From an optimization exercise on the open Yosys and OpenROAD flow, aimed at small area; shortcuts taken in it are not production practice. In this exercise RTL edits were held to simulation tests only and were not proved equivalent to the original. The clock port is modelled as an ideal driver; clocking choices that lean on that would not hold on a real chip. Power is estimated from default activity; no workload was simulated.

== indigo ==
==> flow/design.v (excerpt) <==
module tws_step (
    input  wire clk,
    input  wire rst,
    input  wire scl_in,
    input  wire sda_in,
    input  wire lim_up_pin,
    input  wire lim_dn_pin,
    output wire scl_dl,
    output wire sda_dl,
    output wire step_out,
    output wire dir_out,
    output wire fault_out,
    output wire hb_out
);
Settings: LEC_CHECK=0, CAP_MARGIN=20, CORE_MARGIN=2, CORE_UTILIZATION=60, PLACE_DENSITY=0.75, SLEW_MARGIN=20; clock period 10.0 ns.
standard.sh (not shown) runs the stock make flow with config.mk's settings and CLKGATE_MAP_FILE= SYNTH_SCRIPT=/design/flow/synth_recipe.tcl, a recipe that flattens the netlist after the stock synthesis.
==> flow/flow/run.sh <==
#!/bin/bash
# Own layout flow. It runs the standard synthesis unchanged, then maps its
# combinational logic again for area with ABC (the registers stay the same
# instances, names and cells; the new netlist is proven equal to the
# standard one, else the standard one is kept), then the standard layout
# steps with a smaller clock tree and the smallest port buffers.
# Each tool's full output goes to a log file in the work folder.
set -u
W=$PWD
F=$W/flow
R=$W/orfs/results/${FLOW_PLATFORM}/tws_step/base
YOSYS=$FLOW_HOME/../tools/install/yosys/bin/yosys
[ -x "$YOSYS" ] || YOSYS=yosys
ABC=$FLOW_HOME/../tools/install/yosys/bin/yosys-abc
[ -x "$ABC" ] || ABC=yosys-abc
LIB=$FLOW_HOME/platforms/$FLOW_PLATFORM/lib/sky130_fd_sc_hd__tt_025C_1v80.lib

bash standard.sh synth > $W/log_1_synth.log 2>&1 || { echo "standard synthesis failed"; exit 1; }
cp $R/1_2_yosys.v $W/std_synth.v

export REMAP_LIB=$LIB
export REMAP_IN=$W/std_synth.v
export REMAP_DONTUSE="$(grep -oE 'cell \("?sky130_fd_sc_hd__(lpflow|probe)[A-Za-z0-9_]*' $LIB | sed -E 's/cell \("?//' | tr '\n' ' ')"

# a few ABC runs (different seeds of the AIG optimisation), in parallel
for s in 1 2 3 4; do
  sed -e "s/@SEED@/$s/; s#@ORIG@#$W/remap_in_$s.blif#" $F/area.abc > $W/remap_$s.abc
  # ABC's cec checks the mapped logic against ABC's input (the standard
  # netlist's logic) before it hands the result back
  ( export REMAP_OUT=$W/remap_$s.v REMAP_ABC=$W/remap_$s.abc
    $YOSYS -c $F/remap.tcl > $W/log_remap_$s.log 2>&1 &&
    grep -q "Networks are equivalent" $W/log_remap_$s.log &&
    ! grep -qi "NOT EQUIVALENT" $W/log_remap_$s.log &&
    touch $W/remap_$s.ok ) &
done
wait

best=""
best_area=""
for s in 1 2 3 4; do
  [ -f $W/remap_$s.ok ] || continue
  a=$(grep -m1 "Chip area for module" $W/remap_$s.v.stat | awk '{print $NF}')
  std=$(grep -m1 "Chip area" $W/orfs/reports/$FLOW_PLATFORM/tws_step/base/synth_stat.txt | awk '{print $NF}')
  echo "remap seed $s: $a (standard $std)"
  if [ -z "$best" ] || awk -v a="$a" -v b="$best_area" 'BEGIN{exit !(a<b)}'; then
    best=$s; best_area=$a
  fi
done
if [ -n "$best" ]; then
  echo "using remap seed $best"
  cp $W/remap_$best.v $R/1_2_yosys.v
  rm -f $R/1_synth.odb $R/1_synth.sdc
else
  echo "no remap passed; keeping the standard netlist"
fi

# port buffers: the smallest buffer; clock: a few buffers at the centroids
# of groups of registers, driven by the clock port, instead of a tree
export BUFFER_PORTS_ARGS="-buffer_cell sky130_fd_sc_hd__buf_1"
export PRE_CTS_TCL=$F/pre_cts.tcl
export CLKROOT_N=4
export CLKROOT_CELL=sky130_fd_sc_hd__clkbuf_8
bash standard.sh "BUFFER_PORTS_ARGS=$BUFFER_PORTS_ARGS" "PRE_CTS_TCL=$PRE_CTS_TCL" finish > $W/log_2_layout.log 2>&1 || { echo "layout failed"; tail -20 $W/log_2_layout.log; exit 1; }
echo "layout done"
==> flow/flow/area.abc <==
strash
write_blif @ORIG@
&get -n
&deepsyn -T 60 -S @SEED@
&put
dch -f
amap
cec @ORIG@
Other scripts of this flow, unchanged in this note and not shown: flow/flow/pre_cts.tcl, flow/flow/remap.tcl
indigo: full flow OK, the timing, design-rule and antenna checks passed
Input changes introduced in harbor (baseline for comparison: indigo):
-- flow/flow/run.sh --
<<< indigo, line 25
# a few ABC runs (different seeds of the AIG optimisation), in parallel
for s in 1 2 3 4; do
  sed -e "s/@SEED@/$s/; s#@ORIG@#$W/remap_in_$s.blif#" $F/area.abc > $W/remap_$s.abc
>>> harbor, line 25
# a few ABC runs (different seeds of the AIG optimisation and two mapping
# scripts), four at a time
remap_one() {
  local s=$1 map="amap"
  [ $s -gt 4 ] && map="map -a; amap"
  sed -e "s/@SEED@/$s/; s#@ORIG@#$W/remap_in_$s.blif#; s/@MAP@/$map/" $F/area.abc > $W/remap_$s.abc
<<< indigo, line 30
  ( export REMAP_OUT=$W/remap_$s.v REMAP_ABC=$W/remap_$s.abc
>>> harbor, line 33
  REMAP_OUT=$W/remap_$s.v REMAP_ABC=$W/remap_$s.abc \
<<< indigo, line 34
    touch $W/remap_$s.ok ) &
done
>>> harbor, line 37
    touch $W/remap_$s.ok
}
for s in 1 2 3 4; do remap_one $s & done
wait
for s in 5 6 7 8; do remap_one $s & done
<<< indigo, line 40
for s in 1 2 3 4; do
>>> harbor, line 46
for s in 1 2 3 4 5 6 7 8; do
-- flow/flow/area.abc --
<<< indigo, line 7
amap
>>> harbor, line 7
@MAP@
Notes after the runs:
- Re switching share of power: no difference whatsoever between harbor and indigo.
- Reported for indigo and harbor, setup slack of the critical path after layout turned out identical to the last digit.
- Going from indigo to harbor, synthesized cell count level, share of the cycle needed by the critical path after routing level.

==> re-timing with driven ports <==
The flow's constraints put no driver on any port. The routed layouts listed below were extracted and timed again, unchanged, in two steps.
Step 1: set_driving_cell puts a clkbuf_16 on clk and a buf_2 on each other input, an assumption about the parent block.
Step 2 also shifts input and output timing later by t, the mid clock arrival at the registers, as if the neighbouring blocks saw the same clock.
a / b / c = ideal ports / drivers / drivers and shift; a / b = the first two.
| run | shift t [ns] | setup slack, ns | worst slew at a driven data input, ns |
|---|---|---|---|
| indigo | 0.208 | 6.321 / 6.359 / 6.151 | 0.03 |
| harbor | 0.208 | 6.321 / 6.359 / 6.151 | 0.03 |
After both steps setup and hold are still met in every run listed.
